This is an optimization exercise on Yosys and OpenROAD, whose aim is small area, a short achievable clock period and few clock cycles per item, not a production implementation.
In this exercise RTL edits were held to simulation tests only and were not proved equivalent to the original.
Power and IR drop assume default switching activity.

// vs23_quantizer
module vs23_quantizer (
    input  wire        clk,
    input  wire        rst,         
    input  wire        in_valid,
    output wire        in_ready,
    input  wire [23:0] in_rgb,      
    output wire        out_valid,
    input  wire        out_ready,
    output wire [7:0]  out_code,
    output wire        out_hit      
);
==> flow/config.mk <==
export PLATFORM = sky130hd
export DESIGN_NAME = vs23_quantizer
export DESIGN_NICKNAME = vs23_quantizer
export VERILOG_FILES = /design/flow/design.v
export SDC_FILE = /design/flow/constraint.sdc
export NUM_CORES = 4
export LEC_CHECK = 0
export CAP_MARGIN = 20
export CORE_MARGIN = 2
export CORE_UTILIZATION = 30
export SETUP_SLACK_MARGIN = 5
export SLEW_MARGIN = 20
export SYNTH_HIERARCHICAL = 1
export SYNTH_MEMORY_MAX_BITS = 16384
export SYNTH_MINIMUM_KEEP_SIZE = 0
==> flow/constraint.sdc <==
create_clock -name core_clock -period 10.0 [get_ports {clk}]
set_input_delay 2.0000 -clock core_clock [delete_from_list [all_inputs] [get_ports {clk}]]
set_output_delay 2.0000 -clock core_clock [all_outputs]
set_load 0.01 [all_outputs]
standard.sh (not shown) runs the stock make flow with config.mk's settings and CLKGATE_MAP_FILE= SYNTH_SCRIPT=/design/flow/synth_recipe.tcl, a recipe that flattens the netlist after the stock synthesis.
==> flow/flow/run.sh <==
#!/bin/bash
set -euo pipefail
bash standard.sh SETUP_SLACK_MARGIN=7.0 cts > standard_flow_cts.log 2>&1
bash standard.sh SETUP_SLACK_MARGIN=7.3 finish > standard_flow_finish.log 2>&1
Testbench counts at the start, summed over its fixed seeds: cycles 4,824, items 4,800.
Then changed:
==> flow/flow/run.sh (replaced) <==
#!/bin/bash
# Standard ORFS layout (the standard.sh, unchanged synthesis), with
#  - every port still buffered, but with buf_2 instead of the delay buffer
#    (clkdlybuf4s50_1) that buffer_ports picks on its own.
set -euo pipefail
bash standard.sh SETUP_SLACK_MARGIN=7 "BUFFER_PORTS_ARGS=-buffer_cell sky130_fd_sc_hd__buf_2" finish > standard_flow.log 2>&1
- CORE_UTILIZATION: 30 -> 45
- routed wire length fell by 6.5%
- core utilization rose by 14 points
- design area fell by 8.8%
- total power rose by 1.2%
- count of clock-buffer cells in the layout fell by 7
- setup slack got worse by 0.096 ns
Then changed:
- CORE_UTILIZATION: 45 -> 30
=>
- clock skew went up by 0.010 ns
- total power goes down by a few percent
- non-clock buffer count is higher by 20
- sequential share of layout area fell by 0.61 points
- core utilization is lower by 16 points
- wire length is higher by roughly a tenth
- design area climbs by a few percent
- synthesized area is unchanged
- global-route usage goes down by 13 points
Then changed:
==> flow/flow/run.sh (replaced) <==
#!/bin/bash
set -euo pipefail
bash standard.sh SETUP_SLACK_MARGIN=7.2 finish > standard_flow.log 2>&1
The new run completed without violations.
Flip-flop and latch count stays the same.
Fmax goes up by a few percent.
Cell area goes up by roughly a tenth.

========
vs23_quantizer again, from the RTL that the note above started with.
// vs23_quantizer
module vs23_quantizer (
    input  wire        clk,
    input  wire        rst,         
    input  wire        in_valid,
    output wire        in_ready,
    input  wire [23:0] in_rgb,      
    output wire        out_valid,
    input  wire        out_ready,
    output wire [7:0]  out_code,
    output wire        out_hit      
);
export LEC_CHECK = 0
export CAP_MARGIN = 20
export CORE_MARGIN = 2
export CORE_UTILIZATION = 30
export SETUP_SLACK_MARGIN = 5
export SLEW_MARGIN = 20
export SYNTH_HIERARCHICAL = 1
export SYNTH_MEMORY_MAX_BITS = 16384
export SYNTH_MINIMUM_KEEP_SIZE = 0
create_clock -name core_clock -period 10.0 [get_ports {clk}]
==> flow/flow/run.sh <==
#!/bin/bash
set -euo pipefail
bash standard.sh SETUP_SLACK_MARGIN=6.5 cts > standard_flow_cts.log 2>&1
bash standard.sh SETUP_SLACK_MARGIN=7.3 finish > standard_flow_finish.log 2>&1
The starting point finished with timing, DRC and antenna clean.
Testbench counts at the start, summed over its fixed seeds: cycles 4,824, items 4,800.
Change:
==> flow/flow/run.sh (replaced) <==
#!/bin/bash
set -euo pipefail
bash standard.sh SETUP_SLACK_MARGIN=7 finish > standard_flow.log 2>&1
Effect: The changed run ran to the end with no violations; cell count shrinks by a few percent; setup slack is worse by 0.10 ns; total power shrinks by a few percent; die area is unchanged; sequential power shrinks slightly; fmax shrinks by a few percent; worst hold slack is worse by 0.023 ns; core utilization shrinks by 2.3 points.

afterwards: timing with drivers on the ports:
The flow's constraints put no driver on any port. The routed layouts listed below were extracted and timed again, unchanged, in two steps. Step 1 sets driving cells, clkbuf_16 on the clock port and buf_2 on the other inputs (assumed; they add their load-dependent delay and slew). Step 2 adds t to the input delays and takes it off the output delays; t is the mean of the earliest and latest rising clock arrival at the registers after step 1. Input paths then give back, and output paths get back, about the clock's delay inside the block. a / b / c = no drivers / after step 1 / after step 2; a / b = the first two.
run	t, ns	slack for setup (ns)	worst setup path at the end	latest minus earliest clock arrival (ns)
the first run of note 1	0.490	6.969 / 6.969 / 6.969	register to register	0.022 / 0.022
the second run of note 1	0.469	6.873 / 6.873 / 6.702	input to register	0.023 / 0.023
the third run of note 1	0.498	6.813 / 6.813 / 6.760	input to register	0.032 / 0.032
the fourth run of note 1	0.497	6.981 / 6.963 / 6.888	input to register	0.021 / 0.021
the first run of note 2	0.476	6.950 / 6.950 / 6.816	input to register	0.011 / 0.011
the second run of note 2	0.490	6.849 / 6.849 / 6.714	input to register	0.021 / 0.022
After both steps every run listed still meets setup and hold. The setup slack of the second run of note 1, which loses most, moves by 0.000 ns with the drivers and by -0.171 ns with both steps.
